What follows belongs to an exercise in optimizing a design on an open flow for small area, a short achievable clock period and few clock cycles; a production flow would make more cautious choices.
Where RTL was checked, it was by simulation tests only, not by an equivalence proof against the original.
Power is estimated from default activity; no workload was simulated.

==> flow/design.v (excerpt) <==
module dither_core (
    input  wire        clk,
    input  wire        rst,             
    input  wire        start,
    input  wire [1:0]  cfg_mode,        
    input  wire        cfg_invert,
    input  wire        cfg_frame,
    input  wire        cfg_pack,        
    input  wire [7:0]  cfg_threshold,
    input  wire [15:0] cfg_width,
    input  wire [15:0] cfg_height,
    output reg         busy,
    output reg         done,
    output reg         error,
    input  wire        in_valid,
    output reg         in_ready,
    input  wire [15:0] in_data,
    output reg         out_valid,
    input  wire        out_ready,
    output reg  [7:0]  out_data,
    output reg         out_last
);
For scale: roughly 3600 cells after synthesis, about 0.053 sq mm of cells after synthesis.
export LEC_CHECK = 0
export CAP_MARGIN = 20
export CORE_MARGIN = 2
export CORE_UTILIZATION = 50
export CTS_CLUSTER_DIAMETER = 80
export CTS_CLUSTER_SIZE = 25
export PLACE_DENSITY = 0.65
export SLEW_MARGIN = 20
create_clock -name core_clock -period 24.0 [get_ports {clk}]
standard.sh (not shown) runs the stock make flow with config.mk's settings and CLKGATE_MAP_FILE= SYNTH_SCRIPT=/design/flow/synth_recipe.tcl, a recipe that flattens the netlist after the stock synthesis.
==> flow/flow/run.sh <==
#!/bin/bash
# Own layout flow: the standard synthesis and ORFS steps, with the timing
# repair asked to keep a setup margin (the clock and constraints are the standard flow's).
set -euo pipefail
bash standard.sh synth > synth.log 2>&1
bash standard.sh SETUP_SLACK_MARGIN=18 "BUFFER_PORTS_ARGS=-buffer_cell sky130_fd_sc_hd__buf_2" \
  "CTS_ARGS=-sink_clustering_enable -repair_clock_nets -sink_clustering_size 25 -sink_clustering_max_diameter 80 -dont_use_dummy_load" \
  finish > layout.log 2>&1
The starting point completed without violations.
Change:
--- a/flow/design.v
+++ b/flow/design.v
@@ -137,39 +137,41 @@
         input [3:0] r;
         l5 = (r >= 4'd13) ? 3'd4 : (r >= 4'd10) ? 3'd3 : (r >= 4'd7) ? 3'd2 : (r >= 4'd4) ? 3'd1 : 3'd0;
     endfunction
     function [2:0] l7;
         input [3:0] r;
         l7 = (r >= 4'd14) ? 3'd6 : (r >= 4'd12) ? 3'd5 : (r >= 4'd10) ? 3'd4 : (r >= 4'd7) ? 3'd3 :
              (r >= 4'd5) ? 3'd2 : (r >= 4'd3) ? 3'd1 : 3'd0;
     endfunction
-    wire signed [13:0] zl  = e3[13:0];
-    wire signed [13:0] zm  = e2[13:0];
-    wire signed [13:0] zr  = e1[13:0];
-    wire        [3:0]  rl4 = e3[17:14];
-    wire        [3:0]  rm4 = e2[17:14];
-    wire        [3:0]  rr4 = e1[17:14];
-    wire               rl_ = zl[13] && rl4 != 4'd0;
-    wire               rm_ = zm[13] && rm4 != 4'd0;
-    wire               rr_ = zr[13] && rr4 != 4'd0;
+    wire signed [16:0] ew3 = e3[16:0];
+    wire signed [16:0] ew2 = e2[16:0];
+    wire signed [16:0] ew1 = e1[16:0];
+    wire signed [12:0] zl  = ew3 >>> 4;
+    wire               rl_ = rnd16(ew3);
+    wire signed [12:0] zm  = ew2 >>> 4;
+    wire signed [12:0] zr  = ew1 >>> 4;
     wire               x1_0 = proc ? lastcol : first;     
     wire               m_l  = !row0_1 && !x1_0;
     wire               m_m  = !row0_1;
     wire               m_r  = !row0_1 && !lastcol1;
     wire               m_d  = !row0_1 && !row1_1;
-    wire        [2:0]  l5m  = {1'b0, l5(rm4)} + {2'd0, rm_};
-    wire        [1:0]  l3r  = m_r ? l3(rr4) : 2'd0;
-    wire signed [16:0] u1 = m_l ? zl : 17'sd0;
-    wire signed [16:0] u3 = m_m ? zm : 17'sd0;
-    wire signed [16:0] u5 = m_r ? zr : 17'sd0;
-    wire signed [16:0] u2 = fs ? $signed({u3[14:0], l3r}) : (m_d ? $signed(e2[27:14]) : 17'sd0);
-    wire signed [16:0] u4 = fs ? $signed({u5[15:0], m_l && rl_}) : 17'sd0;
+    wire signed [13:0] a_l  = e3[13:0];                       
+    wire        [2:0]  l5m  = {1'b0, l5(ew2[3:0])} + {2'd0, rnd16(ew2)};
+    wire        [1:0]  l3r  = m_r ? l3(ew1[3:0]) : 2'd0;
+    wire signed [16:0] zlm  = m_l ? {{4{zl[12]}}, zl} : 17'sd0;
+    wire signed [16:0] zmm  = m_m ? {{4{zm[12]}}, zm} : 17'sd0;
+    wire signed [16:0] zrm  = m_r ? {{4{zr[12]}}, zr} : 17'sd0;
+    wire signed [16:0] u1 = fs ? zlm : (m_l ? $signed(a_l) : 17'sd0);
+    wire signed [16:0] u2 = fs ? $signed({zmm[14:0], l3r}) : (m_m ? $signed(e2[13:0]) : 17'sd0);
+    wire signed [16:0] u3 = fs ? zmm : (m_r ? $signed(e1[13:0]) : 17'sd0);
+    wire signed [16:0] u4 = fs ? $signed({zrm[15:0], m_l && rl_}) : (m_d ? $signed(e2[27:14]) : 17'sd0);
+    wire signed [16:0] u5 = fs ? zrm : 17'sd0;
     wire        [2:0]  u6 = (fs && m_m) ? l5m : 3'd0;
-    wire               u7 = fs && m_r && rr_;
+    wire               u7 = fs && m_r && rnd16(ew1);
     wire signed [16:0] c_nx = u1 + u2 + u3 + u4 + u5 + $signed({14'd0, u6}) + $signed({16'd0, u7});
     wire        in_big = (in_data[15:8] == 8'hFF) && (in_data[7:0] != 8'd0);
     wire [15:0] dq_nx  = (!real1 || in_big) ? FULL : in_data;
     wire [15:0] fval   = dq;
     wire signed [12:0] za   = ea >>> 4;
     wire signed [18:0] za19 = {{6{za[12]}}, za};
     wire signed [18:0] ea19 = {{5{ea[16]}}, ea[16:3]};
     wire signed [18:0] eb19 = {{5{eb[14]}}, eb[14:1]};
@@ -236,17 +238,17 @@
             3'd1, 3'd4: trl_byte = 8'h64;
             default:    trl_byte = 8'h02;
         endcase
     end
     wire [2:0] cfg_wsel = cfg_width[5:3] - {2'b0, cfg_width[2:0] == 3'd0};
     integer i;
     always @(posedge clk) begin
         if ((proc && !first) || wb_last)
-            vr[0] <= atk ? {e4[13:0], atk_a(ea)} : {{(RW-18){1'b0}}, ea[3:0], ea[16], ea[16:4]};
+            vr[0] <= atk ? {e4[13:0], atk_a(ea)} : {{(RW-17){ea[16]}}, ea};
         else
             vr[0] <= e4;
         for (i = 1; i < NV; i = i + 1)
             vr[i] <= vr[i-1];
         e1 <= tap;
         e2 <= e1;
         e3 <= e2;
         e4 <= e3;
Result: Setup slack gets better by 10 ps. Global-route usage rises by 0.86 points. Power rises by 10%. Area after synthesis stays flat. Die area barely changes. Count of clock-buffer cells in the layout rises by 2. Via count rises by 1.4%. Cell area is about the same. Register-to-register slack gets worse by 20 ps. Hold slack gets worse by 12 ps. Synthesized cell count rises by 2.1%. Utilization stays flat. Sequential power rises by 14%.
Testbench counts after the change, summed over its fixed seeds: cycles 111,708.
Function not checked in the first run of this note: the RTL went through the layout flow alone.

---

Another version of the RTL of dither_core (not shown whole).
For scale: about 3700 cells after synthesis, ~0.053 mm^2 of cells after synthesis.
clock: 24.0 ns
lec_check: 0
cap_margin: 20
core_margin: 2
core_utilization: 50
cts_cluster_diameter: 80
cts_cluster_size: 25
place_density: 0.65
slew_margin: 20
==> flow/flow/run.sh <==
#!/bin/bash
# Own layout flow: the standard synthesis and ORFS steps, with the timing
# repair asked to keep a setup margin (the clock and constraints are the standard flow's).
set -euo pipefail
bash standard.sh synth > synth.log 2>&1
bash standard.sh SETUP_SLACK_MARGIN=18 "BUFFER_PORTS_ARGS=-buffer_cell sky130_fd_sc_hd__buf_2" finish > layout.log 2>&1
The baseline completed with no timing, DRC or antenna violations.
Rerun with:
--- a/flow/design.v
+++ b/flow/design.v
@@ -52,25 +52,25 @@
     reg        vq;           
     reg [15:0] dq;
     reg        first;        
     reg        second;       
     reg        al;           
     reg        be;           
     reg        lastcol;      
     reg        penult;       
     reg        real_px;      
     reg        hdr_lag;      
     reg        pe_lag;       
     reg [6:0]  bits;
-    wire start_ok = start && !busy && !rst;
+    wire start_ok = start && idle;
     wire geom_bad = (cfg_width == 16'd0) || (cfg_width > 16'd64) || (cfg_height == 16'd0);
     wire lastrow = (rl == 16'd1);
     wire padok   = (!be || pe_lag) && !(lastcol && row0 && hdr_lag);
     wire proc    = run && al && (real_px ? vq : padok);
     wire [5:0] x_inc = lastcol ? 6'd0 : x + 6'd1;
     wire [5:0] p_inc = (p == wm1 || p == 6'd63) ? 6'd0 : p + 6'd1;
     wire [5:0] x1     = proc ? x_inc : x;
     wire       rowst  = proc && lastcol;          
     wire       run1   = run && !(rowst && lastrow);
     wire       row0_1 = rowst ? 1'b0 : row0;
     wire       row1_1 = rowst ? row0 : row1;
     wire [15:0] rl1   = rowst ? rl - 16'd1 : rl;
@@ -162,42 +162,61 @@
     wire signed [16:0] u5 = (fs && m_r) ? zr : 17'sd0;
     wire        [3:0]  ps = !fs ? 4'd0 :
                         {3'd0, m_l && rl_} + (m_m ? {1'b0, l5(ew2[3:0])} + {3'd0, rnd16(ew2)} : 4'd0)
                         + (m_r ? {2'b0, l3(ew1[3:0])} + {3'd0, rnd16(ew1)} : 4'd0);
     wire signed [16:0] c_nx = u1 + u2 + u3 + u4 + u5 + $signed({13'd0, ps});
     wire        in_big = (in_data[15:8] == 8'hFF) && (in_data[7:0] != 8'd0);
     wire [15:0] dq_nx  = (!real1 || in_big) ? FULL : in_data;
     wire [15:0] fval   = dq;
     wire signed [12:0] za   = ea >>> 4;
     wire signed [18:0] za19 = {{6{za[12]}}, za};
     wire signed [18:0] ea19 = {{5{ea[16]}}, ea[16:3]};
     wire signed [18:0] eb19 = {{5{eb[16]}}, eb[16:3]};
-    wire        [2:0]  lr   = l7(ea[3:0]) + {2'd0, rnd16(ea)};
+    reg         [2:0]  lr;
+    always @(*) begin
+        case ({ea[16], ea[3:0]})
+            5'h00, 5'h01, 5'h02, 5'h10:        lr = 3'd0;
+            5'h03, 5'h04, 5'h11, 5'h12:        lr = 3'd1;
+            5'h05, 5'h06, 5'h13, 5'h14:        lr = 3'd2;
+            5'h07, 5'h08, 5'h09, 5'h15, 5'h16: lr = 3'd3;
+            5'h0A, 5'h0B, 5'h17, 5'h18, 5'h19: lr = 3'd4;
+            5'h0C, 5'h0D, 5'h1A, 5'h1B:        lr = 3'd5;
+            5'h0E, 5'h0F, 5'h1C, 5'h1D:        lr = 3'd6;
+            default:                           lr = 3'd7;
+        endcase
+    end
     wire        c8a = ea[16] && ea[2:0] != 3'd0;
     wire        c8b = eb[16] && eb[2:0] != 3'd0;
     wire [18:0] op0 = {3'b000, fval};
     wire [18:0] op1 = cc;
     wire [18:0] op2 = first ? 19'd0 : fs ? {za19[15:0], lr} : ea19;
     wire [18:0] op3 = (first || (!fs && second)) ? 19'd0 : fs ? ~za19 : eb19;
     wire        b1  = !first && (fs || c8a);
     wire        b2  = !first && !fs && !second && c8b;
-    wire [18:0] s1  = op0 ^ op1 ^ op2;
-    wire [18:0] k1  = {(op0[17:0] & op1[17:0]) | (op0[17:0] & op2[17:0]) | (op1[17:0] & op2[17:0]), b1};
-    wire [18:0] s2  = s1 ^ k1 ^ op3;
-    wire [18:0] k2  = {(s1[17:0] & k1[17:0]) | (s1[17:0] & op3[17:0]) | (k1[17:0] & op3[17:0]), b2};
+    wire [18:0] s1  = op0 ^ op1 ^ op3;
+    wire [18:0] k1  = {(op0[17:0] & op1[17:0]) | (op0[17:0] & op3[17:0]) | (op1[17:0] & op3[17:0]), b1};
+    wire [18:0] s2  = s1 ^ k1 ^ op2;
+    wire [18:0] k2  = {(s1[17:0] & k1[17:0]) | (s1[17:0] & op2[17:0]) | (k1[17:0] & op2[17:0]), b2};
     wire signed [18:0] v  = s2 + k2;
-    wire signed [18:0] vt = s2 + k2 - {3'b000, thr, 8'd0};
+    wire [10:0] nthr = -{3'b000, thr};
+    wire [18:0] nt  = {nthr, 8'd0};
+    wire [18:0] s3  = s2 ^ k2 ^ nt;
+    wire [18:0] k3  = {(s2[17:0] & k2[17:0]) | (s2[17:0] & nt[17:0]) | (k2[17:0] & nt[17:0]), 1'b0};
+    wire signed [18:0] vt = s3 + k3;
     wire        d_white = !vt[18];
-    wire [8:0]  vh_inc  = v[16:8] + 9'd1;
-    wire signed [16:0] e_new = d_white ? {~vh_inc[8], vh_inc[7:0], v[7:0]} : v[16:0];
+    wire [18:0] kw  = 19'h70100;
+    wire [18:0] s4  = s2 ^ k2 ^ kw;
+    wire [18:0] k4  = {(s2[17:0] & k2[17:0]) | (s2[17:0] & kw[17:0]) | (k2[17:0] & kw[17:0]), 1'b0};
+    wire [18:0] vw  = s4 + k4;
+    wire signed [16:0] e_new = d_white ? vw[16:0] : v[16:0];
     wire [7:0]  fh    = fval[15:8];
     wire [5:0]  bm    = {x[0] ^ ym[0], ym[0], x[1] ^ ym[1], ym[1], x[2] ^ ym[2], ym[2]};
     wire        o_black = ({2'b00, fh} + 10'd126) < ({2'b00, bm, 2'b00} + {2'b00, thr});
     wire        n_black = (fh < thr);
     wire        p_black = real_px && (dq != 16'd0);
     wire        black   = pack ? p_black : (fs || atk) ? !d_white : ord ? o_black : n_black;
     wire        pix_bit = pack ? black : (black ^ invert);
     reg [7:0] hdr_byte;
     always @(*) begin
         case (hdr_idx)
             4'd0:  hdr_byte = 8'h1B;
             4'd1:  hdr_byte = 8'h40;
Worst setup slack gets better by 150 ps.
Worst hold slack is about the same.
Maximum frequency rose by 2.5%.
Via count rose by 2.6%.
Sequential share of layout area fell by 1.0 points.
Global-route usage fell by 0.28 points.
Cell area rose by 1.6%.
Power barely changes.
Wire length rose by 0.57%.
Synthesized area rose by 1.9%.
Sequential power fell by about 1%.
Testbench counts after the change, summed over its fixed seeds: cycles 111,596.
Only the layout flow was run in the first run of this note; the RTL was not checked for function there.

---

## old
dither_core, a different RTL version from the one above (not shown whole).
Size in the first run: about 3400 cells after synthesis, roughly 2000 flip-flops, ~80 I/O pins, ~51000 um^2 of cells after synthesis.
// dither_core
module dither_core (
    input  wire        clk,
    input  wire        rst,             
    input  wire        start,
    input  wire [1:0]  cfg_mode,        
    input  wire        cfg_invert,
    input  wire        cfg_frame,
    input  wire        cfg_pack,        
    input  wire [7:0]  cfg_threshold,
    input  wire [15:0] cfg_width,
    input  wire [15:0] cfg_height,
    output reg         busy,
    output reg         done,
    output reg         error,
    input  wire        in_valid,
    output reg         in_ready,
    input  wire [15:0] in_data,
    output reg         out_valid,
    input  wire        out_ready,
    output reg  [7:0]  out_data,
    output reg         out_last
);
clock: 24.0 ns
lec_check: 0
cap_margin: 20
core_margin: 2
core_utilization: 50
cts_cluster_diameter: 80
cts_cluster_size: 25
place_density: 0.65
slew_margin: 20
==> flow/flow/run.sh <==
#!/bin/bash
# Own layout flow: the standard synthesis and ORFS steps, with the timing
# repair asked to keep a setup margin (the clock and constraints are the standard flow's).
set -euo pipefail
bash standard.sh synth > synth.log 2>&1
bash standard.sh SETUP_SLACK_MARGIN=18 SETUP_MOVE_SEQUENCE=unbuffer,sizeup,swap,clone,split "BUFFER_PORTS_ARGS=-buffer_cell sky130_fd_sc_hd__buf_2" \
  "CTS_ARGS=-sink_clustering_enable -repair_clock_nets -sink_clustering_size 20 -sink_clustering_max_diameter 60 -dont_use_dummy_load -sink_clustering_buffer sky130_fd_sc_hd__clkbuf_8" \
  finish > layout.log 2>&1
Changes in new relative to old:
--- a/flow/design.v
+++ b/flow/design.v
@@ -149,21 +149,17 @@
     wire        [3:0]  rr4 = e2[17:14];
     wire               rl_ = zl[13] && rl4 != 4'd0;
     wire               rm_ = zm[13] && rm4 != 4'd0;
     wire               rr_ = zr[13] && rr4 != 4'd0;
     wire               m_l  = !row0 && !first;
     wire               m_m  = !row0;
     wire               m_r  = !row0 && !lastcol;
     wire               m_d  = !row0 && !row1;
-    wire        [2:0]  l5m  = !zm[13] ?
-                            ((rm4 >= 4'd13) ? 3'd4 : (rm4 >= 4'd10) ? 3'd3 : (rm4 >= 4'd7) ? 3'd2 :
-                             (rm4 >= 4'd4)  ? 3'd1 : 3'd0) :
-                            ((rm4 >= 4'd13) ? 3'd5 : (rm4 >= 4'd10) ? 3'd4 : (rm4 >= 4'd7) ? 3'd3 :
-                             (rm4 >= 4'd4)  ? 3'd2 : (rm4 >= 4'd1) ? 3'd1 : 3'd0);
+    wire        [2:0]  l5m  = {1'b0, l5(rm4)} + {2'd0, rm_};
     wire        [1:0]  l3r  = m_r ? l3(rr4) : 2'd0;
     wire signed [16:0] u1 = m_l ? zl : 17'sd0;
     wire signed [16:0] u3 = m_m ? zm : 17'sd0;
     wire signed [16:0] u5 = m_r ? zr : 17'sd0;
     wire signed [16:0] u2 = fs ? $signed({u3[14:0], l3r}) : (m_d ? $signed(e3[27:14]) : 17'sd0);
     wire signed [16:0] u4 = fs ? $signed({u5[15:0], m_l && rl_}) : 17'sd0;
     wire        [2:0]  u6 = (fs && m_m) ? l5m : 3'd0;
     wire               u7 = fs && m_r && rr_;
@@ -183,35 +179,19 @@
                              (ra >= 4'd1)  ? 3'd1 : 3'd0);
     wire        c8a = ea[16] && ea[2:0] != 3'd0;
     wire        c8b = eb[0];
     wire [18:0] op0 = {3'b000, fval};
     wire [18:0] op2 = first ? 19'd0 : fs ? {za19[15:0], lr} : ea19;
     wire [18:0] op3 = (first || (!fs && second)) ? 19'd0 : fs ? ~za19 : eb19;
     wire        b1  = !first && (fs || c8a);
     wire        b2  = !first && !fs && !second && c8b;
-    function [37:0] csa;            
-        input [18:0] a, b, c;
-        input        cin;
-        csa = {(a[17:0] & b[17:0]) | (a[17:0] & c[17:0]) | (b[17:0] & c[17:0]), cin, a ^ b ^ c};
-    endfunction
-    wire [18:0] w1 = $signed(u1);
-    wire [18:0] w2 = $signed(u2);
-    wire [18:0] w3 = $signed(u3);
-    wire [18:0] w4 = $signed(u4);
-    wire [18:0] w5 = $signed(u5);
-    wire [18:0] w6 = {16'd0, u6};
-    wire [37:0] t1a = csa(op0, w1, w3, b1);
-    wire [37:0] t1b = csa(w2, w4, w5, b2);
-    wire [37:0] t1c = csa(op3, op2, w6, u7);
-    wire [37:0] t2a = csa(t1a[18:0], t1a[37:19], t1b[18:0], 1'b0);
-    wire [37:0] t2b = csa(t1b[37:19], t1c[18:0], t1c[37:19], 1'b0);
-    wire [37:0] t3  = csa(t2a[18:0], t2a[37:19], t2b[18:0], 1'b0);
-    wire [37:0] t4  = csa(t3[18:0], t3[37:19], t2b[37:19], 1'b0);
-    wire signed [18:0] v = t4[18:0] + t4[37:19];
+    wire signed [18:0] v = $signed(op0) + u1 + u2 + u3 + u4 + u5 + $signed({16'd0, u6})
+                         + $signed({18'd0, u7}) + $signed(op2) + $signed(op3)
+                         + $signed({18'd0, b1}) + $signed({18'd0, b2});
     wire        d_white = $signed(v[18:8]) >= $signed({3'b000, thr});
     wire [8:0]  vh_inc  = v[16:8] + 9'd1;
     wire signed [16:0] e_new = d_white ? {~vh_inc[8], vh_inc[7:0], v[7:0]} : v[16:0];
     wire [7:0]  fh    = fval[15:8];
     wire [5:0]  bm    = {x[0] ^ ym[0], ym[0], x[1] ^ ym[1], ym[1], x[2] ^ ym[2], ym[2]};
     wire        o_black = ({2'b00, fh} + 10'd126) < ({2'b00, bm, 2'b00} + {2'b00, thr});
     wire        n_black = (fh < thr);
     wire        p_black = real_px && (dq != 16'd0);
==> comparison <==
- Of new and old, it is new that has the lower sequential fraction of the synthesis area.
- Going from old to new, non-clock buffer count shrank by a few percent.
- Routed wire length ended up 4.3% lower on new than on old.
- Looking at adder-cell share of the synthesized area, new sits 0.18 points higher than old does.
- For average size of a mapped cell, new and old come out practically identical.
- Vertical die dimension essentially unchanged between old and new.
- Slack of the critical path for new is higher than for old.
- new ends up with a number of instances resized during post-cts repair that is 11 higher than in old.
- Overall power essentially unchanged between new and old.
No functional check of the RTL was part of any run of this note.

[what the ideal ports hide]
The results above use ideal ports. As a check the final layouts listed here were re-extracted and re-timed, cells and wires unchanged. Step 1 (the two cells are an assumption about what drives the block):
set clk [get_ports {clk}]
set_driving_cell -lib_cell sky130_fd_sc_hd__clkbuf_16 $clk
set_driving_cell -lib_cell sky130_fd_sc_hd__buf_2 [delete_from_list [all_inputs] $clk]
Step 2 adds t to the input delays and takes it off the output delays; t is the mean of the earliest and latest rising clock arrival at the registers after step 1. Input paths then give back, and output paths get back, about the clock's delay inside the block. Three values: ideal ports, drivers, drivers and shift; two values: the first two.
run	t (ns)	setup WS [ns]	latest minus earliest clock arrival (ns)	pins driven straight from the clock port
the first run of note 1	0.727	17.991 / 17.934 / 17.313	0.084 / 0.084	1
the second run of note 1	0.713	18.001 / 17.940 / 17.496	0.070 / 0.070	1
the first run of note 2	0.752	17.800 / 17.800 / 17.383	0.041 / 0.041	1
the second run of note 2	0.752	17.950 / 17.884 / 17.316	0.058 / 0.057	1
old	0.680	17.014 / 17.014 / 17.014	0.086 / 0.086	1
new	0.682	17.111 / 17.111 / 17.111	0.076 / 0.076	1
After both steps setup and hold are still met in every run listed. For the first run of note 1, which loses most, drivers alone change the setup slack by -0.057 ns; drivers and shift together by -0.678 ns.
